This is an optimization exercise on Yosys and OpenROAD, whose aim is small area, not a production implementation. Only simulation tests tie the RTL to the original design; equivalence was not proved. No activity file was given, so power comes from the tool's default toggle rates.

### design/flow/flow/run.sh
#!/bin/bash
# The standard layout (standard.sh), with:
#  - the standard synthesis unchanged, then its combinational logic re-mapped
#    by ABC with a stronger area script (flow/reabc.sh; registers, adders and
#    tie cells keep their instances, names and cell types);
#  - input/output port buffers made of buf_1 cells;
#  - a clock tree of clkbuf_4 cells without dummy loads.
# Each tool's full output goes to a log file in this folder.
set -euo pipefail
R=orfs/results/${FLOW_PLATFORM}/imu_frame_decoder/base
LIB=${FLOW_HOME}/platforms/${FLOW_PLATFORM}/lib/sky130_fd_sc_hd__tt_025C_1v80.lib
KNOBS=("BUFFER_PORTS_ARGS=-buffer_cell sky130_fd_sc_hd__buf_1"
       "CTS_ARGS=-sink_clustering_enable -repair_clock_nets -dont_use_dummy_load -buf_list sky130_fd_sc_hd__clkbuf_4 -sink_clustering_size 8 -sink_clustering_max_diameter 40")
bash standard.sh "${KNOBS[@]}" synth > log_synth_make.log 2>&1
cp "$R/1_2_yosys.v" "$R/1_2_yosys_standard.v"
bash flow/reabc.sh "$LIB" "$R/1_2_yosys_standard.v" "$R/1_2_yosys.v" "$FLOW_TOP" "$PWD/log_reabc_yosys.log"
rm -f "$R/1_synth.odb" "$R/1_synth.sdc"
bash standard.sh "${KNOBS[@]}" finish > log_flow_make.log 2>&1
### design/flow/flow/reabc.sh
#!/bin/bash
# Re-map the combinational logic of a mapped netlist with a stronger ABC area
# script.  Flip-flops, full/half adders and tie cells stay as they are (same
# instances, names and cell types); everything else is re-optimised.
# usage: reabc.sh LIB IN.v OUT.v TOP LOG
set -euo pipefail
LIB=$1; IN=$2; OUT=$3; TOP=$4; LOG=$5
KEEP=$(grep -o '^ *sky130_fd_sc_hd__[a-z0-9_]*' "$IN" | sed 's/ //g' | sort -u \
       | grep -E '__(e?dfx|dfr|dfs|dfb|sdf|sedf|dl|fa_|ha_|fah|conb)' | tr '\n' ' ')
DONT=$(grep -o 'cell *( *"\?sky130_fd_sc_hd__[a-z0-9_]*' "$LIB" | sed 's/.*\(sky130_fd_sc_hd__\)/\1/' \
       | grep -E '__(lpflow|probe)' | sort -u | sed 's/^/-dont_use /' | tr '\n' ' ')
cat > reabc.ys <<EOY
read_liberty -ignore_miss_func $LIB
read_verilog -sv $IN
hierarchy -top $TOP
blackbox $KEEP
flatten
opt -purge
abc -liberty $LIB $DONT -script +strash;dch;map,-a;mfs2;strash;dch;map,-a;topo;dnsize
opt_clean -purge
setundef -zero
hilomap -singleton -hicell sky130_fd_sc_hd__conb_1 HI -locell sky130_fd_sc_hd__conb_1 LO
insbuf -buf sky130_fd_sc_hd__buf_4 A X
splitnets
opt_clean -purge
check
stat -liberty $LIB
write_verilog -noexpr -nohex -nodec -noattr $OUT
EOY
yosys -l "$LOG" -q reabc.ys > /dev/null
### design/flow/standard.sh
#!/bin/bash
# synth_recipe.tcl (not shown) runs the flow's synth.tcl, then flattens the netlist and writes it again
# the make line also repeats each setting of config.mk as NAME=value (left out here)
make -C /OpenROAD-flow-scripts/flow DESIGN_CONFIG=/design/flow/config.mk WORK_HOME=/design/flow/orfs CLKGATE_MAP_FILE= SYNTH_SCRIPT=/design/flow/synth_recipe.tcl "${@:-finish}"
### design/flow/config.mk
export PLATFORM = sky130hd
export DESIGN_NAME = imu_frame_decoder
export DESIGN_NICKNAME = imu_frame_decoder
export VERILOG_FILES = /design/flow/design.v
export SDC_FILE = /design/flow/constraint.sdc
export NUM_CORES = 4
export LEC_CHECK = 0
export CAP_MARGIN = 20
export CORE_MARGIN = 2
export CORE_UTILIZATION = 30
export SLEW_MARGIN = 20
### design/flow/constraint.sdc
create_clock -name core_clock -period 70.0 [get_ports {clk}]
set_input_delay 14.0000 -clock core_clock [delete_from_list [all_inputs] [get_ports {clk}]]
set_output_delay 14.0000 -clock core_clock [all_outputs]
set_load 0.01 [all_outputs]
### design/flow/design.v
module imu_rca #(
    parameter integer W = 8
) (
    input  wire [W-1:0] a,
    input  wire [W-1:0] b,
    input  wire         ci,
    output wire [W-1:0] s,
    output wire         co
);
    wire [W:0] c;
    assign c[0] = ci;
    genvar i;
    generate
        for (i = 0; i < W; i = i + 1) begin : g_bit
            assign s[i]   = a[i] ^ b[i] ^ c[i];
            assign c[i+1] = (a[i] & b[i]) | (c[i] & (a[i] ^ b[i]));
        end
    endgenerate
    assign co = c[W];
endmodule
module imu_frame_decoder (
    input  wire        clk,
    input  wire        rst,         
    input  wire        in_valid,
    input  wire [7:0]  in_byte,
    input  wire [31:0] now,
    output reg  [1:0]  fstate,
    output wire [31:0] acc_x,
    output wire [31:0] acc_y,
    output wire [31:0] acc_z,
    output wire [31:0] gyro_x,
    output wire [31:0] gyro_y,
    output wire [31:0] gyro_z,
    output wire [31:0] angle_x,
    output wire [31:0] angle_y,
    output wire [31:0] angle_z,
    output wire [31:0] mag_x,
    output wire [31:0] mag_y,
    output wire [31:0] mag_z,
    output wire [31:0] temp,
    output reg  [15:0] version,
    output reg  [31:0] ts,
    output reg         valid,
    output reg  [31:0] wd_last
);
    localparam [1:0] S_IDLE        = 2'd0;
    localparam [1:0] S_RECEIVING   = 2'd1;
    localparam [1:0] S_FRAME_READY = 2'd2;
    localparam [1:0] S_FRAME_ERROR = 2'd3;
    reg  [3:0] cnt;         
    reg  [7:0] csum;        
    reg  [7:0] lo, hi;      
    reg        t_known;     
    reg  [1:0] t_idx;       
    wire recv     = (fstate == S_RECEIVING);
    wire acc_byte = in_valid && !rst;
    wire at_tag   = recv && (cnt == 4'd1);
    wire at_end   = recv && (cnt == 4'd10);
    wire good     = acc_byte && at_end && (csum == in_byte);
    wire is_gyro  = (t_idx == 2'd1);
    wire is_ang   = (t_idx == 2'd2);
    wire        tmode = (cnt == 4'd10);
    wire [15:0] raw   = {lo, hi};
    wire [16:0] v;
    imu_rca #(.W(17)) u_off (.a({raw[15], raw}), .b(tmode ? 17'd12325 : 17'd0),
                             .ci(1'b0), .s(v), .co());
    wire        sgn   = v[16];
    wire [15:0] m;
    imu_rca #(.W(16)) u_abs (.a(v[15:0] ^ {16{sgn}}), .b(16'd0), .ci(sgn),
                             .s(m), .co());
    wire        s3 = (m[15:8] == 8'd0);
    wire [15:0] m1 = s3 ? {m[7:0], 8'd0} : m;
    wire        s2 = (m1[15:12] == 4'd0);
    wire [15:0] m2 = s2 ? {m1[11:0], 4'd0} : m1;
    wire        s1 = (m2[15:14] == 2'd0);
    wire [15:0] m3 = s1 ? {m2[13:0], 2'd0} : m2;
    wire        s0 = !m3[15];
    wire [15:0] x  = s0 ? {m3[14:0], 1'b0} : m3;
    wire  [3:0] p  = ~{s3, s2, s1, s0};           
    wire        nz = x[15];
    wire [17:0] x3;
    assign x3[0] = x[0];
    imu_rca #(.W(16)) u_x3 (.a({1'b0, x[15:1]}), .b(x), .ci(1'b0),
                            .s(x3[16:1]), .co(x3[17]));
    wire  [7:0] y4h;
    imu_rca #(.W(8)) u_y4 (.a(x3[17:10]), .b(8'd0), .ci(1'b1), .s(y4h), .co());
    wire [17:0] qs;
    imu_rca #(.W(18)) u_q (.a(x3), .b({8'd0, y4h, x3[9:8]}), .ci(1'b0),
                           .s(qs), .co());
    wire  [9:0] q  = qs[17:8];
    wire  [7:0] r;
    imu_rca #(.W(8)) u_r (.a(x3[7:0]), .b(q[7:0]), .ci(1'b0), .s(r), .co());
    wire [25:0] fa = tmode  ? {q, r, r} :
                     is_ang ? {x3, 8'd0} : {x, 10'd0};
    wire [25:0] fb = tmode   ? {25'h1ffffff, ~q[9]} :
                     is_gyro ? {5'd0, x3, 3'd0} :
                     is_ang  ? {4'd0, x3, 4'd0} : 26'd0;
    wire [25:0] d;
    imu_rca #(.W(26)) u_d (.a(fa), .b(~fb), .ci(1'b1), .s(d), .co());
    wire        bb   = d[25];
    wire [22:0] mant = bb ? d[24:2] : d[23:1];
    wire  [7:0] base = tmode   ? 8'd118 :
                       is_gyro ? 8'd122 :
                       is_ang  ? 8'd119 :
                       (t_idx == 2'd0) ? 8'd115 : 8'd126;
    wire  [7:0] esum;
    imu_rca #(.W(8)) u_e (.a(base), .b({4'd0, p}), .ci(bb), .s(esum), .co());
    wire  [7:0] e    = nz ? esum : 8'd0;
    wire [29:0] cf = {sgn, e[7], e[6], e[3:0], mant};
    reg  [27:0] st0_n, st1_n, st2_n;
    reg  [20:0] acc_r0, acc_r1, acc_r2;
    reg  [27:0] gyro_r0, gyro_r1, gyro_r2;
    reg  [26:0] ang_r0, ang_r1, ang_r2;
    reg  [20:0] mag_r0, mag_r1, mag_r2;
    reg  [29:0] temp_r;
    function [31:0] expand28;    
        input [27:0] c;
        expand28 = {c[27:26], c[25], c[25], c[25:21], c[20:0], 2'b00};
    endfunction
    assign acc_x   = expand28({acc_r0, 7'd0});
    assign acc_y   = expand28({acc_r1, 7'd0});
    assign acc_z   = expand28({acc_r2, 7'd0});
    assign gyro_x  = expand28(gyro_r0);
    assign gyro_y  = expand28(gyro_r1);
    assign gyro_z  = expand28(gyro_r2);
    assign angle_x = expand28({ang_r0, 1'b0});
    assign angle_y = expand28({ang_r1, 1'b0});
    assign angle_z = expand28({ang_r2, 1'b0});
    assign mag_x   = expand28({mag_r0, 7'd0});
    assign mag_y   = expand28({mag_r1, 7'd0});
    assign mag_z   = expand28({mag_r2, 7'd0});
    assign temp    = {temp_r[29:28], temp_r[27], temp_r[27], temp_r[27:0]};
    wire ld_acc  = good && t_known && (t_idx == 2'd0);
    wire ld_gyro = good && t_known && (t_idx == 2'd1);
    wire ld_ang  = good && t_known && (t_idx == 2'd2);
    wire ld_mag  = good && t_known && (t_idx == 2'd3);
    wire        nr   = !rst;
    wire [27:0] g0   = ~(st0_n | {28{rst}});
    wire [27:0] g1   = ~(st1_n | {28{rst}});
    wire [27:0] g2   = ~(st2_n | {28{rst}});
    wire [29:0] gcf  = cf  & {30{nr}};
    wire [31:0] gnow = now & {32{nr}};
    wire [15:0] gver = {lo, hi} & {16{nr}};
    wire [3:0] cnt_inc;
    imu_rca #(.W(4)) u_cnt (.a(cnt), .b(4'd0), .ci(1'b1), .s(cnt_inc), .co());
    wire [7:0] csum_nx;
    imu_rca #(.W(8)) u_cs (.a(recv ? csum : 8'd0), .b(in_byte), .ci(1'b0),
                           .s(csum_nx), .co());
    always @(posedge clk) begin
        if (in_valid) begin
            lo   <= in_byte;
            hi   <= lo;
            csum <= csum_nx;
            cnt  <= recv ? cnt_inc : 4'd1;
            if (at_tag) begin
                t_known <= (in_byte[7:3] == 5'b01010) &&
                           (in_byte[2:0] != 3'd0) && (in_byte[2:0] <= 3'd4);
                t_idx   <= in_byte[1:0] - 2'd1;
            end
            if (recv && cnt == 4'd4) st0_n <= ~cf[29:2];
            if (recv && cnt == 4'd6) st1_n <= ~cf[29:2];
            if (recv && cnt == 4'd8) st2_n <= ~cf[29:2];
        end
    end
    always @(posedge clk) begin
        if (rst)
            fstate <= S_IDLE;
        else if (in_valid) begin
            if (recv) begin
                if (cnt == 4'd10)
                    fstate <= (csum == in_byte) ? S_FRAME_READY : S_FRAME_ERROR;
            end else
                fstate <= (in_byte == 8'h55) ? S_RECEIVING : S_IDLE;
        end
    end
    always @(posedge clk) begin
        if (good || rst)
            wd_last <= gnow;
        if ((good && t_known) || rst) begin
            ts    <= gnow;
            valid <= nr;
        end
        if (ld_acc || rst) begin
            acc_r0 <= g0[27:7]; acc_r1 <= g1[27:7]; acc_r2 <= g2[27:7];
        end
        if (ld_gyro || rst) begin
            gyro_r0 <= g0; gyro_r1 <= g1; gyro_r2 <= g2;
        end
        if (ld_ang || rst) begin
            ang_r0 <= g0[27:1]; ang_r1 <= g1[27:1]; ang_r2 <= g2[27:1];
            version <= gver;
        end
        if (ld_mag || rst) begin
            mag_r0 <= g0[27:7]; mag_r1 <= g1[27:7]; mag_r2 <= g2[27:7];
        end
        if (ld_acc || ld_mag || rst)
            temp_r <= gcf;
    end
endmodule
==> results of run 1 <==
-- state kept, by name (all words and copies together) (netlist names), 27 cells and up --
register  cells
ang_r0       27
ang_r1       27
ang_r2       27
gyro_r0      28
gyro_r1      28
gyro_r2      28
st0_n        28
st1_n        28
st2_n        28
temp_r       30
ts           32
wd_last      32
-- metrics by stage --
stage | setup slack, ns | instances | hold slack [ns] | cell area, um2
finish | 39.41 | 2907 | 0.409 | 24600
global route | 37.56 | 2907 | 0.381 | 24600
CTS | 39.45 | 2904 | 0.377 | 24600
detailed placement | 39.48 | 2815 | 0.471 | 24000
global placement | 40.10 | 2815 | 0.469 | 24000
floorplan | 37.47 | 1487 | 0.448 | 21500
-- layout make-up --
type	instances	area, um2
Fill cell	6931	45500
Sequential cell	519	15600
Multi-Input combinational cell	698	4640
Timing Repair Buffer	498	1970
Tap cell	940	1180
Clock buffer	89	668
Inverter	160	601
Antenna cell	3	7.51
-- how the worst max path moves through the flow --
| stage | startpoint | end | depth (start not counted) |
|---|---|---|---|
| 2_1_floorplan | cnt[0] | st0_n[24] | 125 |
| 3_5_place_dp | cnt[0] | st1_n[26] | 123 |
| 4_1_cts | cnt[0] | st1_n[26] | 123 |
| 5_1_grt | cnt[0] | st1_n[26] | 123 |
| 6_report | cnt[0] | st1_n[26] | 123 |
| 3_3_place_gp | cnt[0] | st0_n[26] | 123 |
-- power breakdown --
part           leakage (nW)  internal, mW  switching, mW
Clock                 0.409        0.0579         0.0969
Sequential             5.13         0.396        0.00679
Combinational          3.06         0.140          0.280
-- routing by layer --
metal | track usage | share of wire | up-vias | wire length, um
li1 | - | - | 5867 | -
met1 | 0.185 | 0.41 | 6211 | 22800
met2 | 0.259 | 0.49 | 549 | 27500
met3 | 0.0417 | 0.071 | 98 | 3960
met4 | 0.0426 | 0.022 | 8 | 1230
met5 | 0 | 0.00099 | - | 55
==> impl_results.md, run 1 <==
- DR WL/cell: approximately 19 um
- Total die area: roughly 73,000 um2
- Initial antenna violation count: 6
- Clk slew on worst S/H paths: approximately 0.080 ns
- Core Area: approximately 70,000 um2
- Via Count: 12.7k
- Critical Path Sink Type: flop
- Clock root buffer: clkbuf_4
- Max frequency: between 0.03 and 0.04 GHz
- Synth Warn #: 1
- Vias in the first global route: 12.8k
- Synthesized netlist cell count: 1,419
- Tot Pwr: 0.978 mW
- Leakage: 8.60 nW
- Critical path arrival: a little over 30 ns
- CP Launch Type: flop
- WHS Path Cells: 1
- Post-synthesis cell area: approximately 21,000 um2
- Post-CTS Setup Bufs: 0
- Final wirelength: 55.6 mm
- Worst R2R Setup Slack: ~40 ns
- Area Overhead vs Synth: 15.7%
- Die width: 270 um
- Final HPWL DP: 39.7 mm
- Average size of a mapped cell: approximately 15 um2
- Crit Path Category: reg -> reg
- Cts repair resizes: 0
- CP required: 70.51 ns
- Final RePlAce weighted congestion: 0.887
- DRC viols: 0
- # hold bufs at CTS: 0
- Actual slew at the worst max-slew pin: 0.959 ns
- Hold path endpoint: ang_r1[0]
- Initial DRT Pass Iterations: 5
- Worst R2R Path Depth: about 120
- Setup TNS: 0 ns
- Port Buffer Count: between 400 and 500
- Max-slew violations: 0
- Crit path buffers/inverters: 22
- Max cap viols: 0
- RSZ-0062 raised after global routing: no
- Layout cells sized above 1: 0.0687
- Worst reg2reg endpoint: st1_n[26]
- PD cells: 39.7 nW/um2
- Final worst path period share: 0.437
- Status: no timing/DRC/antenna violations
- Max_slew headroom: 0.360
- Die Y: 270 um
- Overflow after GRT: 0
- H-tree depth: 3
- DRT iter0 DRCs: 845
- Min-delay src: st1_n[1]
- Gr usage total: 0.151
- Most common cell on crit path: fa_1
- Final Net Count: 2,118
- # IOs: 542
- Initial Util: 0.303
- Remaining antenna violation count: 0
- Worst clock skew: about 0.14 ns
- Clock latency (worst-skew pair): 0.87 ns
- CTS tree: done
- CP max FO: 36
- Slowest stage cell on the critical path: fa_1
- Layout Utilization: 0.351
- Worst vdd ir: 28.4 uV
- Num CTS Buffers: 89
- Final hold vios: 0
- First-pass GRT wire length: 82.7 mm
- DR vias/cell: 4.38
- HP Class: reg -> reg
- Rows: 97
- Final setup violation count: 0
- Crit path largest cell delay: 0.51 ns
- Most common library cell in the layout ignoring fill and taps: edfxtp_1
- Clk sinks: 519
- Fin crit period: 30.59 ns
- Most frequent cells in the layout: edfxtp_1, buf_1, nor2_1
- Top Family by Delay on Critical Path: adder cells
- Maximum clock path buffer count: 3
- Worst reg2reg path startpoint: cnt[0]
- Largest net degree at the start of global routing: 89
==> run 2: changes to the inputs <==
--- a/design/flow/flow/run.sh
+++ b/design/flow/flow/run.sh
@@ -11,3 +11,3 @@
 LIB=${FLOW_HOME}/platforms/${FLOW_PLATFORM}/lib/sky130_fd_sc_hd__tt_025C_1v80.lib
-KNOBS=("BUFFER_PORTS_ARGS=-buffer_cell sky130_fd_sc_hd__buf_1"
+KNOBS=("BUFFER_PORTS_ARGS=-buffer_cell sky130_fd_sc_hd__buf_1" "SKIP_REPAIR_TIE_FANOUT=1"
        "CTS_ARGS=-sink_clustering_enable -repair_clock_nets -dont_use_dummy_load -buf_list sky130_fd_sc_hd__clkbuf_4 -sink_clustering_size 8 -sink_clustering_max_diameter 40")
==> run 2 against run 1 <==
Against the previous run: routed wire length shrank 2.3%; global-route usage is 0.43 points lower; still clean; cell area is 1.1% lower; final cell count down 2.3%; largest cell class unchanged; register-to-register slack better by 0.30 ns; highest routed layer unchanged; critical path depth unchanged; flip-flop and latch count did not move; sequential share of layout area rose by 0.68 points; non-clock buffer count did not move; via count decreased by 0.97%.
==> impl_results.md, run 2 <==
- Clk sinks: about 520
- Max-slew violations: 0
- DRT iter0 DRCs: 916
- Final hold vios: 0
- Final HPWL DP: slightly below 40 mm
- Slowest stage cell on the critical path: fa_1
- Largest registers: ts (32), wd_last (32), temp_r (30)
- # IOs: between 500 and 600
- Clock latency (worst-skew pair): 0.86 ns
- Core Area: approximately 70,000 um2
- HP Class: reg -> reg
- CP Launch Type: flop
- Die width: 270 um
- Clock power frac: 0.157
- Sw Ratio: 0.393
- Most common cell on crit path: fa_1
- Most frequent cells in the layout: edfxtp_1, buf_1, nor2_1
- Cts repair resizes: 0
- Area Overhead vs Synth: 14.5%
- First-pass GRT wire length: 80.8 mm
- Vias in the first global route: 13.0k
- Setup TNS: 0 ns
- Synthesized netlist cell count: around 1.4k
- Die Y: 270 um
- Rows: 97
- Initial Util: 0.303
- Leakage: about 8.4 nW
- # hold bufs at CTS: 0
- Initial DRT Pass Iterations: 5
- Worst vdd ir: 23.9 uV
- FF/Latch Area: around 16,000 um2
- Total die area: 73,100 um2
- Filler Cell Count: 6,954
- Final worst path period share: 0.433
- Combinational share of power: 0.429
- Clk slew on worst S/H paths: 0.09 ns
- Gr usage total: 0.146
- Switching Power: roughly 0.38 mW
- Initial antenna violation count: 7
- Layout cells sized above 1: 0.0692
- Critical path arrival: 30.79 ns
- Critical Path Sink Type: flop
- Port Buffer Count: ~470
- Via Count: between 10k and 15k
- Power Internal: just under 0.6 mW
- Crit Path Category: reg -> reg
- PD cells: 40.0 nW/um2
- Clock root buffer: clkbuf_4
- DR WL/cell: about 19 um
- Layout Utilization: 0.347
- Final RePlAce weighted congestion: about 0.86
- Final wirelength: approximately 54 mm
- Actual slew at the worst max-slew pin: 0.959 ns
- Post-CTS Setup Bufs: 0
- Most common library cell in the layout ignoring fill and taps: edfxtp_1
- H-tree depth: 3
- Largest net degree at the start of global routing: ~80
- CP required: 70.50 ns
- Crit path largest cell delay: 0.53 ns
- Synth Warn #: 1
- Max_slew headroom: 0.358
- Power share of the sequential group: 0.414
- Overflow after GRT: 0
- Max cap viols: 0
- Final Net Count: 2,047
- Status: no timing/DRC/antenna violations
- CTS tree: done
- Final setup violation count: 0
- Max frequency: 0.0330 GHz
- Average size of a mapped cell: 15.0 um2
- Post-synthesis cell area: 21,300 um2
- Num CTS Buffers: 86
- Fin crit period: 30.29 ns
- RSZ-0062 raised after global routing: no
- DR vias/cell: 4.44
- Maximum clock path buffer count: 3
- DRC viols: 0
- Area of the multi-input gates: 4380 um2
- Remaining antenna violation count: 0
- Worst clock skew: 0.137 ns
- CP max FO: 36
## run 2: cell count changes in the layout (fill, tap and decap cells not counted)
cell      change
buf_16        +1
buf_4         -1
clkbuf_4      -3
conb_1       -68
diode_2       +3
nor2_1        +1
nor2_2        -1
o21ai_2       +1
o21ai_4       -1
## run 2: worst max-delay path: cells and delay by family (launching register included)
kind | cells | cell delay, ns
compound gates | 13 | 2.20
xor+xnor | 2 | 0.43
fa+ha+maj | 73 | 21.32
buf+inv | 22 | 2.59
flops | 1 | 0.44
simple gates | 13 | 3.03
## run 2: worst paths after layout
| check | cells after the start | start | slack (ns) | to |
|---|---|---|---|---|
| max reg2reg | 123 | cnt[0] | 39.71 | st2_n[26] |
| max | 123 | cnt[0] | 39.71 | st2_n[26] |
| min | 1 | st0_n[13] | 0.44 | mag_r0[6] |
| min reg2reg | 1 | st0_n[13] | 0.44 | mag_r0[6] |
## run 2: power by group through the flow
stage | registers (mW) | clock network (mW) | logic [mW]
final | 0.403 | 0.153 | 0.417
after global routing | 0.405 | 0.174 | 0.473
after CTS | 0.404 | 0.162 | 0.428
after detailed placement | 0.411 | 0 | 0.426
after global placement | 0.410 | 0 | 0.426
after floorplan | 0.421 | 0 | 0.265
## run 2: through the flow
| step | hold slack [ns] | cell area, um2 | worst slack [ns] | power (mW) | cells |
|---|---|---|---|---|---|
| after global routing | 0.436 | 24400 | 38.03 | 1.05 | 2835 |
| after CTS | 0.430 | 24400 | 39.79 | 0.994 | 2833 |
| after floorplan | 0.448 | 21300 | 37.47 | 0.686 | 1419 |
| after detailed placement | 0.478 | 23700 | 39.83 | 0.837 | 2747 |
| after global placement | 0.476 | 23700 | 40.46 | 0.836 | 2746 |
| final | 0.443 | 24400 | 39.71 | 0.974 | 2839 |
## run 2: per-layer routing
metal	vias up	track usage	routed length, um
li1	5825	-	-
met1	6152	0.175	21800
met2	514	0.250	27000
met3	113	0.0427	4020
met4	6	0.0518	1490
met5	-	0	33
## run 2: area by class of cell
class / instances / area share
multi-input cells: 630 / 0.180
diodes: 6 / 0.000616
flip-flops and latches: 519 / 0.639
well taps: 940 / 0.0483
repair buffers: 498 / 0.0817
inverters: 160 / 0.0246
clock buffers: 86 / 0.0265
==> run 3: changes to the inputs <==
--- a/design/flow/config.mk
+++ b/design/flow/config.mk
@@ -7,5 +7,6 @@
 export LEC_CHECK = 0
+export ABC_AREA = 1
 export CAP_MARGIN = 20
 export CORE_MARGIN = 2
-export CORE_UTILIZATION = 30
+export CORE_UTILIZATION = 70
 export SLEW_MARGIN = 20
==> run 3 against run 2 <==
Against the previous run: maximum frequency down 1.2%; combinational power is essentially flat; clock power down 8%; routed wire length shrank 7.6%; critical path depth shrank 1; synthesized area is 0.31% lower; register-to-register slack worse by 0.37 ns; global-route usage increased by 17 points; count of clock-buffer cells in the layout shrank 10; core utilization increased by 44 points; hold slack better by 0.024 ns; first-iteration DRC count increased by 34%; critical endpoint unchanged; largest cell class unchanged; highest routed layer is now met4.
==> impl_results.md, run 3 <==
- Status: no timing/DRC/antenna violations
- H-tree depth: 3
- M1 WL: 17.8 mm
- Met3 WL: 3.89 mm
- Slowest stage cell on the critical path: nor4_4
- Overflow after GRT: 0
- Final wirelength: 50.2 mm
- Largest net degree at the start of global routing: 83
- First-pass GRT wire length: approximately 74 mm
- Clock root buffer: clkbuf_4
- Most frequent cells in the layout: edfxtp_1, buf_1, nor2_1
- Final worst path period share: 0.438
- Post-synthesis cell area: around 21,000 um2
- Worst clock skew: 0.118 ns
- Clock latency (worst-skew pair): 0.76 ns
- CP max FO: 40
- Setup TNS: 0 ns
- Critical path arrival: 31.09 ns
- Final hold vios: 0
- Vias in the first global route: roughly 13k
- Length of routed met2 wiring: ~27 mm
- Maximum clock path buffer count: 3
- Most common cell on crit path: fa_1
- Final HPWL DP: roughly 36 mm
- Core Area: 29,700 um2
- HP Class: reg -> reg
- Average size of a mapped cell: 15.2 um2
- DR WL/cell: 22.3 um
- Most common library cell in the layout ignoring fill and taps: edfxtp_1
- Crit Path Category: reg -> reg
- CP required: 70.43 ns
- Initial DRT Pass Iterations: 5
- CTS tree: done
- Leakage: ~8.3 nW
- Gr usage total: 0.320
- Port Buffer Count: 472
- Num CTS Buffers: 76
- RSZ-0062 raised after global routing: no
- Fin Hold WS: 0.467 ns
- # hold bufs at CTS: 0
- DRT iter0 DRCs: 1,230
- CP Launch Type: flop
- Crit path buffers/inverters: 24
- Max_slew headroom: 0.322
- Initial antenna violation count: 1
- Initial Util: 0.714
- Remaining antenna violation count: 0
- Max-slew violations: 0
- Critical Path Sink Type: flop
- Post-CTS Setup Bufs: 0
- Die Y: 178 um
- Die width: around 180 um
- Fin crit period: 30.66 ns
- Total die area: 31,700 um2
- Crit path largest cell delay: approximately 0.7 ns
- Area post-placement: 22,900 um2
- # IOs: 542
- Area Overhead vs Synth: 10.6%
- DR vias/cell: 5.65
- Layout cells sized above 1: 0.0641
- Via Count: 12.7k
- Tot Pwr: 0.968 mW
- Cts repair resizes: 0
- Final instance area: around 23,000 um2
- Actual slew at the worst max-slew pin: slightly above 1 ns
- Largest registers: ts (32), wd_last (32), temp_r (30)
- Worst vdd ir: between 30 and 40 uV
- Final Net Count: ~2.0k
- Clk sinks: 519
- Final setup violation count: 0
- Synth Warn #: 1
- Max frequency: 0.0326 GHz
- Top Family by Delay on Critical Path: adder cells
- Clk slew on worst S/H paths: 0.08 ns
- Max layer used: met4
- Layout Utilization: 0.789
- DRC viols: 0
- Max cap viols: 0
- Synthesized netlist cell count: 1,399
- PD cells: approximately 41 nW/um2
- Rows: 63
- Final RePlAce weighted congestion: about 0.95
## run 3: cell count changes in the layout (fill, tap and decap cells not counted), moves of 6 or more
| cell | before | now |
|---|---|---|
| a21oi_1 | 41 | 58 |
| nand2_1 | 89 | 72 |
| o21ai_0 | 45 | 29 |
| clkbuf_4 | 87 | 77 |
| nor3_1 | 12 | 2 |
| a221oi_1 | 7 | 1 |
| xnor2_1 | 16 | 22 |
## run 3: final cells by class
class | instances | area, um2
multi-input combinational | 606 | 4290
clock buffer | 76 | 571
antenna | 1 | 2.50
sequential | 519 | 15600
tap | 390 | 488
timing repair buffer | 492 | 1930
fill | 1698 | 6260
inverter | 164 | 616
## run 3: report_power, final
group | leakage (nW) | internal, mW | total, mW | switching [mW]
clock | 0.350 | 0.0500 | 0.140 | 0.0900
combinational | 2.85 | 0.144 | 0.420 | 0.276
sequential | 5.13 | 0.400 | 0.407 | 0.00717
## run 3: final timing paths
| path | start | endpoint | slack, ns | cells after the start |
|---|---|---|---|---|
| max | cnt[0] | st2_n[26] | 39.34 | 122 |
| min | lo[0] | hi[0] | 0.47 | 0 |
| max reg2reg | cnt[0] | st2_n[26] | 39.34 | 122 |
| min reg2reg | lo[0] | hi[0] | 0.47 | 0 |
## run 3: worst reg2reg max path: cells and delay by family, from the launching register on
family,cells,cell delay (ns)
adder cells (fa/ha/maj),76,22.25
buffers and inverters,24,3.01
AND/OR/NAND/NOR,14,2.98
AO/OA/AOI/OAI,7,1.49
flip-flops,1,0.43
XOR/XNOR,1,0.20
## run 3: per-layer routing
layer,global-route usage,up-vias
met5,0,-
met4,0.125,0
met3,0.0503,129
met2,0.567,725
met1,0.398,6150
li1,-,5690
## run 3: stage by stage
stage / setup slack (ns) / cells
global placement: 39.83 / 2171
global route: 37.59 / 2248
detailed placement: 38.97 / 2171
floorplan: 37.57 / 1399
finish: 39.34 / 2248
CTS: 38.96 / 2247
==> run 4: changes to the inputs <==
--- a/design/flow/config.mk
+++ b/design/flow/config.mk
@@ -10,3 +10,3 @@
 export CORE_MARGIN = 2
-export CORE_UTILIZATION = 70
+export CORE_UTILIZATION = 55
 export SLEW_MARGIN = 20
==> run 4 against run 3 <==
Against the previous run: still clean; core utilization shrank 17 points; final cell count grew 5.5%; via count fell by 4.0%; clock skew is 0.048 ns lower; power shrank 0.22%; sequential power barely moved; flip-flop and latch count unchanged; sequential share of layout area fell by 0.46 points; critical path type unchanged.
==> impl_results.md, run 4 <==
- Status: no timing/DRC/antenna violations
- Critical Path Sink Type: flop
- Clock latency (worst-skew pair): 0.77 ns
- Largest registers: ts (32), wd_last (32), temp_r (30)
- Final hold vios: 0
- Combinational share of power: 0.432
- Final worst path period share: 0.423
- # hold bufs at CTS: 0
- Final wirelength: 48.4 mm
- RSZ-0062 raised after global routing: no
- # IOs: 542
- Initial Util: 0.561
- Final Net Count: 2,014
- Actual slew at the worst max-slew pin: 1.05 ns
- CP Launch Type: flop
- Power Internal: 0.596 mW
- CP required: 70.50 ns
- Num CTS Buffers: just under 80
- CP max FO: 26
- Clk sinks: slightly above 500
- Port Buffer Count: roughly 470
- Maximum clock path buffer count: 3
- Worst vdd ir: 31.2 uV
- Overflow after GRT: 0
- Clk slew on worst S/H paths: 0.10 ns
- Sw Ratio: 0.382
- Worst clock skew: 0.0698 ns
- HP Class: reg -> reg
- Most common library cell in the layout ignoring fill and taps: edfxtp_1
- Initial DRT Pass Iterations: 7
- Fin Hold WS: ~0.47 ns
- PD cells: ~41 nW/um2
- Rows: between 70 and 80
- Worst reg2reg endpoint: st0_n[24]
- CTS tree: done
- Die width: 200 um
- Vias in the first global route: 12.3k
- Initial antenna violation count: 1
- Final HPWL DP: 34.9 mm
- Core Area: 37,800 um2
- Area Overhead vs Synth: 11.3%
- DRT iter0 DRCs: 668
- Largest net degree at the start of global routing: 72
- Switching Power: 0.369 mW
- Top Family by Delay on Critical Path: adder cells
- Hold path endpoint: hi[7]
- Power share of the sequential group: 0.422
- Via Count: between 10k and 15k
- Most common cell on crit path: fa_1
- Setup TNS: 0 ns
- Clock root buffer: clkbuf_4
- Slowest stage cell on the critical path: fa_1
- Min-delay src: lo[7]
- Layout cells sized above 1: 0.0656
- Synth Warn #: 1
- Worst R2R Setup Slack: 40.41 ns
- WHS Path Cells: 0
- Cts repair resizes: 0
- Gr usage total: 0.244
- Remaining antenna violation count: 0
- Fin crit period: 29.59 ns
- DRC viols: 0
- Average size of a mapped cell: around 15 um2
- H-tree depth: 3
- Die Y: 200 um
- Final RePlAce weighted congestion: 0.928
- Max cap viols: 0
- Final setup violation count: 0
- Crit path buffers/inverters: 20
- Leakage: 8.34 nW
- Crit Path Category: reg -> reg
- Max-slew violations: 0
- Worst reg2reg path startpoint: cnt[0]
- Total die area: 40,200 um2
- Clock power frac: 0.146
- Post-synthesis cell area: between 20,000 and 25,000 um2
- Most frequent cells in the layout: edfxtp_1, buf_1, nor2_1
- First-pass GRT wire length: 73.7 mm
- Critical path arrival: 30.09 ns
- Synthesized netlist cell count: between 1k and 1.5k
- Max frequency: 0.0338 GHz
- Worst R2R Path Depth: 118
- Max_slew headroom: 0.301
- DR vias/cell: 5.14
- DR WL/cell: 20.4 um
- Post-CTS Setup Bufs: 0
- Crit path largest cell delay: ~0.60 ns
## run 4: worst max-delay path by stage
stage          startpoint         end  slack, ns  depth (start not counted)
4_1_cts            cnt[0]  temp_r[26]      40.38                        119
2_1_floorplan      cnt[0]   st0_n[24]      37.57                        119
5_1_grt            cnt[0]   st0_n[24]      38.66                        121
3_5_place_dp       cnt[0]   st0_n[24]      40.35                        118
3_3_place_gp       cnt[0]   st0_n[24]      40.99                        118
6_report           cnt[0]   st0_n[24]      40.41                        118
## run 4: area by class of cell
| type | instances | area, um2 |
|---|---|---|
| sequential | 519 | 15600 |
| timing repair buffer | 494 | 1940 |
| inverter | 164 | 616 |
| antenna | 1 | 2.50 |
| tap | 511 | 639 |
| fill | 3045 | 14200 |
| clock buffer | 77 | 578 |
| multi-input combinational | 606 | 4280 |
## run 4: routing by layer
layer / vias up / global-route usage / routed length, um
met5: - / 0 / 0
met4: 0 / 0.0981 / 1510
met3: 84 / 0.0602 / 3440
met2: 492 / 0.400 / 23500
met1: 5928 / 0.316 / 20000
li1: 5685 / - / -
## run 4: power groups by stage
stage                     Clock (mW)  Combinational [mW]  Sequential [mW]
after floorplan                    0               0.277            0.424
after global placement             0               0.418            0.414
after detailed placement           0               0.417            0.415
after CTS                      0.146               0.420            0.408
after global routing           0.158               0.472            0.410
final                          0.141               0.417            0.407
## run 4: per-stage QoR
stage / total power [mW] / worst slack [ns] / instance area, um2 / util / std cells
5_1_grt: 1.04 / 38.66 / 23600 / 0.624 / 2372
6_report: 0.966 / 40.41 / 23600 / 0.624 / 2372
3_3_place_gp: 0.832 / 40.99 / 23000 / 0.609 / 2294
2_1_floorplan: 0.701 / 37.57 / 21200 / - / 1399
3_5_place_dp: 0.832 / 40.35 / 23000 / 0.609 / 2294
4_1_cts: 0.974 / 40.38 / 23600 / 0.624 / 2371
==> run 5: changes to the inputs <==
--- a/design/flow/config.mk
+++ b/design/flow/config.mk
@@ -8,5 +8,5 @@
 export ABC_AREA = 1
-export CAP_MARGIN = 20
+export CAP_MARGIN = 5
 export CORE_MARGIN = 2
 export CORE_UTILIZATION = 55
-export SLEW_MARGIN = 20
+export SLEW_MARGIN = 5
==> run 5 against run 4 <==
Against the previous run: clock power is essentially flat; synthesized area did not move; critical path depth unchanged; core utilization is the same; clock skew did not move; sequential power about the same; setup slack is the same; count of clock-buffer cells in the layout is the same; die area did not move; flip-flop and latch count did not move; sequential share of layout area stayed put; final cell count did not move; critical path type unchanged; largest power group unchanged.
==> impl_results.md, run 5 <==
- Clk slew on worst S/H paths: 0.10 ns
- GRT met2 Usage: 0.400
- Top Family by Delay on Critical Path: adder cells
- DR WL/cell: 20.4 um
- Slowest stage cell on the critical path: fa_1
- Most common cell on crit path: fa_1
- Fin Hold WS: 0.473 ns
- DRT iter0 DRCs: approximately 670
- Final RePlAce weighted congestion: just over 0.9
- DR vias/cell: 5.14
- Average size of a mapped cell: ~15 um2
- Most common library cell in the layout ignoring fill and taps: edfxtp_1
- # hold bufs at CTS: 0
- Max_slew headroom: 0.301
- CP max FO: 26
- Worst clock skew: 0.0698 ns
- H-tree depth: 3
- Critical Path Sink Type: flop
- Num CTS Buffers: slightly below 80
- Initial antenna violation count: 1
- Area Overhead vs Synth: 11.3%
- Leakage: 8.34 nW
- # IOs: 542
- Rows: 71
- Vias in the first global route: roughly 12k
- First-pass GRT wire length: 73.7 mm
- CP required: 70.50 ns
- DRC viols: 0
- Synthesized netlist cell count: 1,399
- Critical path arrival: between 30 and 40 ns
- Met1 Usage GRT: 0.316
- Final Net Count: 2,014
- PD cells: about 41 nW/um2
- Final hold vios: 0
- CP Launch Type: flop
- Core Area: 37,800 um2
- Final HPWL DP: 34.9 mm
- Post-synthesis cell area: 21,200 um2
- Met3 Usage GRT: 0.0602
- Clock root buffer: clkbuf_4
- Largest registers: ts (32), wd_last (32), temp_r (30)
- Final wirelength: 48.4 mm
- Most frequent cells in the layout: edfxtp_1, buf_1, nor2_1
- Initial DRT Pass Iterations: 7
- Remaining antenna violation count: 0
- Setup TNS: 0 ns
- Max frequency: 0.0338 GHz
- Largest net degree at the start of global routing: 72
- HP Class: reg -> reg
- Die Y: 200 um
- Crit Path Category: reg -> reg
- Crit path buffers/inverters: 20
- Fin crit period: 29.59 ns
- Crit path largest cell delay: 0.60 ns
- Total die area: about 40,000 um2
- Max cap viols: 0
- Via Count: 12.2k
- CTS tree: done
- Synth Warn #: 1
- Gr usage total: 0.244
- Cts repair resizes: 0
- Final setup violation count: 0
- Placed insts: 2,294
- Overflow after GRT: 0
- Actual slew at the worst max-slew pin: 1.05 ns
- Post-CTS Setup Bufs: 0
- GRT busiest layer: met2
- Status: no timing/DRC/antenna violations
- Tot Pwr: 0.966 mW
- RSZ-0062 raised after global routing: no
- Initial Util: 0.561
- Port Buffer Count: between 400 and 500
- Layout cells sized above 1: 0.0656
- Maximum clock path buffer count: 3
- Clock latency (worst-skew pair): roughly 0.77 ns
- Max-slew violations: 0
- Final worst path period share: 0.423
- Clk sinks: 519
- Layout Cells excl Fill: 2,372
- Die width: 200 um
- Worst vdd ir: 31.2 uV
-- run 5: cell type report --
cell class                 count  area, um2
sequential                   519      15600
fill                        3045      14200
multi-input combinational    606       4280
timing repair buffer         494       1940
tap                          511        639
inverter                     164        616
clock buffer                  77        578
antenna                        1       2.50
-- run 5: final timing paths --
kind / cells after the start / endpoint / start / slack [ns]
min reg2reg: 0 / hi[7] / lo[7] / 0.47
max reg2reg: 118 / st0_n[24] / cnt[0] / 40.41
max: 118 / st0_n[24] / cnt[0] / 40.41
min: 0 / hi[7] / lo[7] / 0.47
-- run 5: layer usage --
metal | vias to the layer above | routed length, um
li1 | 5685 | -
met1 | 5928 | 20000
met2 | 492 | 23500
met3 | 84 | 3440
met4 | 0 | 1510
met5 | - | 0
-- run 5: worst reg2reg max path: cells and delay by family (launching register included) --
family,cells,cell delay [ns]
fa+ha+maj,73,21.38
simple gates,14,3.41
buf+inv,20,2.06
compound gates,9,1.71
flops,1,0.46
xor+xnor,2,0.34
-- run 5: report_power, final --
group	switching (mW)	internal [mW]
clock network	0.0904	0.0507
registers	0.00715	0.400
logic	0.272	0.146
total	0.369	0.596
-- run 5: per-stage QoR --
stage | worst slack (ns) | utilization | instance area (um2)
6_report | 40.41 | 0.624 | 23600
5_1_grt | 38.66 | 0.624 | 23600
4_1_cts | 40.38 | 0.624 | 23600
3_5_place_dp | 40.35 | 0.609 | 23000
3_3_place_gp | 40.99 | 0.609 | 23000
2_1_floorplan | 37.57 | - | 21200
==> run 6: changes to the inputs <==
--- a/design/flow/design.v
+++ b/design/flow/design.v
@@ -26,3 +26,3 @@
     input  wire [31:0] now,
-    output reg  [1:0]  fstate,
+    output wire [1:0]  fstate,
     output wire [31:0] acc_x,
@@ -49,3 +49,3 @@
     localparam [1:0] S_FRAME_ERROR = 2'd3;
-    reg  [3:0] cnt;         
+    reg  [3:0] ps;
     reg  [7:0] csum;        
@@ -54,3 +54,4 @@
     reg  [1:0] t_idx;       
-    wire recv     = (fstate == S_RECEIVING);
+    wire [3:0] cnt      = ps;
+    wire recv     = (ps != 4'd0) && (ps[3:2] != 2'b11);
     wire acc_byte = in_valid && !rst;
@@ -59,2 +60,5 @@
     wire good     = acc_byte && at_end && (csum == in_byte);
+    assign fstate = (ps == 4'd0)      ? S_IDLE :
+                    recv              ? S_RECEIVING :
+                    ps[0]             ? S_FRAME_ERROR : S_FRAME_READY;
     wire is_gyro  = (t_idx == 2'd1);
@@ -153,3 +157,2 @@
             csum <= csum_nx;
-            cnt  <= recv ? cnt_inc : 4'd1;
             if (at_tag) begin
@@ -166,3 +169,3 @@
         if (rst)
-            fstate <= S_IDLE;
+            ps <= 4'd0;
         else if (in_valid) begin
@@ -170,5 +173,7 @@
                 if (cnt == 4'd10)
-                    fstate <= (csum == in_byte) ? S_FRAME_READY : S_FRAME_ERROR;
+                    ps <= (csum == in_byte) ? 4'd14 : 4'd15;
+                else
+                    ps <= cnt_inc;
             end else
-                fstate <= (in_byte == 8'h55) ? S_RECEIVING : S_IDLE;
+                ps <= (in_byte == 8'h55) ? 4'd1 : 4'd0;
         end
--- a/design/flow/flow/run.sh
+++ b/design/flow/flow/run.sh
@@ -6,2 +6,3 @@
 #  - input/output port buffers made of buf_1 cells;
+#  - the constant outputs tied by one tie cell (no per-pin tie cells);
 #  - a clock tree of clkbuf_4 cells without dummy loads.
--- a/design/flow/config.mk
+++ b/design/flow/config.mk
@@ -8,5 +8,6 @@
 export ABC_AREA = 1
-export CAP_MARGIN = 5
+export CAP_MARGIN = 20
 export CORE_MARGIN = 2
 export CORE_UTILIZATION = 55
-export SLEW_MARGIN = 5
+export PLACE_DENSITY = 0.8
+export SLEW_MARGIN = 20
==> run 6 against run 5 <==
Against the previous run: via count grew 0.23%; register-to-register slack worse by 1.1 ns; count of clock-buffer cells in the layout up 2; synthesized area fell by 0.60%; core utilization shrank 0.11 points; largest power group is now registers; highest routed layer unchanged.
==> impl_results.md, run 6 <==
- Status: no timing/DRC/antenna violations
- Fin Hold WS: 0.404 ns
- Final worst path period share: 0.438
- RSZ-0062 raised after global routing: no
- Maximum clock path buffer count: 3
- Initial antenna violation count: 2
- Initial DRT Pass Iterations: 5
- DRT iter0 DRCs: a little under 800
- Post-synthesis cell area: 21,100 um2
- Total die area: 39,900 um2
- Final hold vios: 0
- Filler Cell Count: about 2.8k
- HP Class: reg -> reg
- Crit path largest cell delay: ~0.66 ns
- Dpl ws: 39.33 ns
- Gr usage total: 0.238
- FF/Latch Area: 15,500 um2
- CP max FO: 32
- Die Y: between 150 and 200 um
- Tot Pwr: 0.889 mW
- Clk sinks: 517
- Clock latency (worst-skew pair): 0.78 ns
- Max frequency: about 0.033 GHz
- Core Area: about 38,000 um2
- Overflow after GRT: 0
- Final HPWL DP: 34.3 mm
- Initial Util: 0.559
- Remaining antenna violation count: 0
- DR WL/cell: approximately 20 um
- Via Count: 12.2k
- Max cap viols: 0
- Port Buffer Count: 472
- First-pass GRT wire length: between 60 and 70 mm
- Area of the multi-input gates: 4300 um2
- H-tree depth: 3
- Worst setup margin: 39.34 ns
- DR vias/cell: 5.18
- Area Overhead vs Synth: 11.6%
- Synth Warn #: 1
- Vias in the first global route: 12.2k
- PD cells: 37.8 nW/um2
- Die width: 200 um
- Post-CTS Setup Bufs: 0
- Slowest stage cell on the critical path: o21ai_0
- Average size of a mapped cell: 15.3 um2
- CP Launch Type: flop
- Fin crit period: a little over 30 ns
- Num CTS Buffers: 79
- Final wirelength: roughly 48 mm
- Worst vdd ir: just over 30 uV
- Final RePlAce weighted congestion: a little under 0.9
- # hold bufs at CTS: 0
- Final Net Count: 2,005
- Synthesized netlist cell count: 1,382
- Worst clock skew: 0.0927 ns
- Clk slew on worst S/H paths: 0.08 ns
- Max-slew violations: 0
- Leakage: 8.29 nW
- # IOs: 542
- Rows: 71
- CTS tree: done
- Cts repair resizes: 0
- DRC viols: 0
- Largest registers: ts (32), wd_last (32), temp_r (30)
- Layout cells sized above 1: 0.0650
- Most frequent cells in the layout: edfxtp_1, buf_1, nor2_1
- Most common library cell in the layout ignoring fill and taps: edfxtp_1
- Critical path arrival: 31.12 ns
- Crit Path Category: reg -> reg
- Critical Path Sink Type: flop
- Clock root buffer: clkbuf_4
- Actual slew at the worst max-slew pin: around 1.0 ns
- Final setup violation count: 0
- Max_slew headroom: 0.313
- Most common cell on crit path: fa_1
- CP required: 70.45 ns
- Setup TNS: 0 ns
- Largest net degree at the start of global routing: 80
-- run 6: per-layer routing --
| metal | GRT usage | wire length, um |
|---|---|---|
| met1 | 0.286 | 17900 |
| met2 | 0.423 | 25000 |
| met3 | 0.0536 | 3350 |
| met4 | 0.0823 | 1210 |
| met5 | 0 | 0 |
-- run 6: power by group --
part           switching (mW)  internal, mW
clock                  0.0903        0.0519
sequential            0.00638         0.388
combinational           0.229         0.123
-- run 6: area by class of cell --
cell class | instances | share of cell area
Sequential cell | 517 | 0.658
Multi-Input combinational cell | 611 | 0.183
Timing Repair Buffer | 492 | 0.0827
Tap cell | 511 | 0.0272
Clock buffer | 79 | 0.0252
Inverter | 146 | 0.0233
Antenna cell | 4 | 0.000426
-- run 6: worst paths after layout --
kind / slack [ns] / endpoint / depth (start not counted) / start
setup / recovery: 39.34 / temp_r[26] / 124 / ps[0]
setup reg to reg: 39.34 / temp_r[26] / 124 / ps[0]
hold / removal: 0.40 / hi[7] / 0 / lo[7]
hold reg to reg: 0.40 / hi[7] / 0 / lo[7]
-- run 6: through the flow --
| stage | util | cells | cell area, um2 |
|---|---|---|---|
| 2_1_floorplan | - | 1382 | 21100 |
| 3_3_place_gp | 0.606 | 2276 | 22900 |
| 3_5_place_dp | 0.606 | 2276 | 22900 |
| 4_1_cts | 0.622 | 2355 | 23500 |
| 5_1_grt | 0.623 | 2360 | 23500 |
| 6_report | 0.623 | 2360 | 23500 |
-- run 6: critical path: cells and delay by family, from the launching register on --
kind,cells,cell delay (ns)
and+or+nand+nor,16,3.17
xor gates and xnor gates,1,0.20
DFF,1,0.39
adders and majority gates,77,22.31
AOI/OAI and AO/OA,5,1.38
buffers and inverters,25,2.91
==> run 7: changes to the inputs <==
--- a/design/flow/config.mk
+++ b/design/flow/config.mk
@@ -11,3 +11,2 @@
 export CORE_UTILIZATION = 55
-export PLACE_DENSITY = 0.8
 export SLEW_MARGIN = 20
==> run 7 against run 6 <==
Against the previous run: synthesized area unchanged; routed wire length up 1.2%; largest power group unchanged; final cell count about the same; combinational power is essentially flat; global-route usage rose by 0.28 points; sequential power is essentially flat; power fell by 0.30%; flip-flop and latch count stayed put.
==> impl_results.md, run 7 <==
- Leakage: 8.27 nW
- # hold bufs at CTS: 0
- Power Internal: between 0.5 and 0.6 mW
- Max cap viols: 0
- RSZ-0062 raised after global routing: no
- Worst vdd ir: 35.4 uV
- Actual slew at the worst max-slew pin: 1.04 ns
- Clk sinks: between 500 and 600
- Most common library cell in the layout ignoring fill and taps: edfxtp_1
- Sw Ratio: 0.366
- Status: no timing/DRC/antenna violations
- Post-CTS Setup Bufs: 0
- CP max FO: 32
- Final Net Count: 2,003
- Critical Path Sink Type: flop
- Worst clock skew: around 0.063 ns
- WHS Path Cells: 0
- Total die area: 39,900 um2
- GRT busiest layer: met2
- Max frequency: between 0.03 and 0.04 GHz
- Rows: 71
- DRT iter0 DRCs: 705
- First-pass GRT wire length: 70.6 mm
- Combinational share of power: 0.397
- # IOs: between 500 and 600
- PD cells: about 38 nW/um2
- Port Buffer Count: 472
- Via Count: 12.0k
- Met1 Usage GRT: 0.310
- Die Y: 200 um
- Clk slew on worst S/H paths: 0.09 ns
- Most common cell on crit path: fa_1
- Overflow after GRT: 0
- CP required: 70.45 ns
- Layout cells sized above 1: 0.0640
- Switching Power: 0.324 mW
- Final RePlAce weighted congestion: around 0.93
- Initial Util: 0.559
- Worst R2R Path Depth: approximately 130
- Most frequent cells in the layout: edfxtp_1, buf_1, nor2_1
- Cts repair resizes: 0
- Crit path buffers/inverters: 27
- Clock latency (worst-skew pair): around 0.76 ns
- Final hold vios: 0
- Initial DRT Pass Iterations: 6
- Final wirelength: 48.1 mm
- DRC viols: 0
- Gr usage total: 0.241
- Core Area: about 38,000 um2
- Average size of a mapped cell: 15.3 um2
- DR vias/cell: 5.07
- Crit path depth: about 130
- Top Family by Delay on Critical Path: adder cells
- HP Class: reg -> reg
- Clock power frac: 0.159
- Critical path arrival: 31.86 ns
- Met3 Usage GRT: 0.0570
- Area Overhead vs Synth: 11.4%
- Synthesized netlist cell count: 1,382
- Slowest stage cell on the critical path: o21ai_0
- Crit Path Category: reg -> reg
- GRT met2 Usage: 0.414
- Post-synthesis cell area: 21,100 um2
- Layout Utilization: 0.622
- Clock root buffer: clkbuf_4
- Setup TNS: 0 ns
- Fin crit period: 31.41 ns
- CP Launch Type: flop
- H-tree depth: 3
- Largest net degree at the start of global routing: 85
- Power share of the sequential group: 0.444
- Synth Warn #: 1
- Num CTS Buffers: 77
- Crit path largest cell delay: 0.66 ns
- Initial antenna violation count: 2
- Maximum clock path buffer count: 3
- Final HPWL DP: 34.3 mm
- Vias in the first global route: ~12k
- Final setup violation count: 0
- Remaining antenna violation count: 0
- Max-slew violations: 0
- DR WL/cell: 20.4 um
- CTS tree: done
- Final worst path period share: 0.449
- Largest registers: ts (32), wd_last (32), temp_r (30)
- Die width: 200 um
- Max_slew headroom: 0.304
run 7: per-stage QoR:
stage	power, mW	instance area, um2	setup slack [ns]	hold WS [ns]	cells
floorplan	0.639	21100	38.53	0.435	1382
global placement	0.750	22900	39.24	0.442	2277
detailed placement	0.750	22900	38.74	0.445	2277
CTS	0.891	23500	38.68	0.467	2354
global route	0.953	23500	36.67	0.497	2358
finish	0.886	23500	38.59	0.456	2358
run 7: final cells by class:
cell class | count | area [um2]
clock buffers | 77 | 578
multi-input cells | 611 | 4300
inverters | 146 | 548
flip-flops and latches | 517 | 15500
fillers | 3019 | 14300
diodes | 4 | 10.0
well taps | 511 | 639
repair buffers | 492 | 1930
run 7: per-layer routing:
metal  routed length [um]  part of all wire
met5                    0                 0
met3                 3150             0.065
met2                24700              0.51
met4                  836             0.017
met1                19400              0.40
run 7: path summary, 6_finish.rpt:
kind         startpoint    endpoint  slack [ns]
max               ps[0]  temp_r[26]       38.59
min               lo[7]       hi[7]        0.46
max reg2reg       ps[0]  temp_r[26]       38.59
min reg2reg       lo[7]       hi[7]        0.46
run 7: power groups by stage:
stage | Clock, mW | Combinational [mW] | Sequential [mW]
5_1_grt | 0.158 | 0.399 | 0.396
3_5_place_dp | 0 | 0.349 | 0.401
6_report | 0.141 | 0.351 | 0.394
3_3_place_gp | 0 | 0.350 | 0.401
4_1_cts | 0.146 | 0.351 | 0.394
2_1_floorplan | 0 | 0.228 | 0.411

==> re-timing with driven ports <==
Ports are ideal in the flow. The routed layouts listed here were re-timed in OpenROAD. Step 1 assumes that a clkbuf_16 drives the clock port and a buf_2 every other input. Step 2 also shifts input and output timing later by t, the mid clock arrival at the registers, as if the neighbouring blocks saw the same clock. Three values: ideal ports, drivers, drivers and shift; two values: the first two.
| run | shift t [ns] | setup slack, ns | worst register clock-pin slew, ns |
|---|---|---|---|
| run 1 | 0.858 | 39.412 / 39.412 / 39.412 | 0.09 / 0.09 |
| run 2 | 0.845 | 39.709 / 39.709 / 39.709 | 0.10 / 0.10 |
| run 3 | 0.747 | 39.340 / 39.340 / 39.340 | 0.10 / 0.10 |
| run 4 | 0.781 | 40.408 / 40.408 / 40.408 | 0.10 / 0.10 |
| run 5 | 0.781 | 40.408 / 40.408 / 40.408 | 0.10 / 0.10 |
| run 6 | 0.792 | 39.336 / 39.336 / 39.336 | 0.09 / 0.09 |
| run 7 | 0.774 | 38.589 / 38.589 / 38.589 | 0.09 / 0.09 |
After both steps every run listed still meets setup and hold.
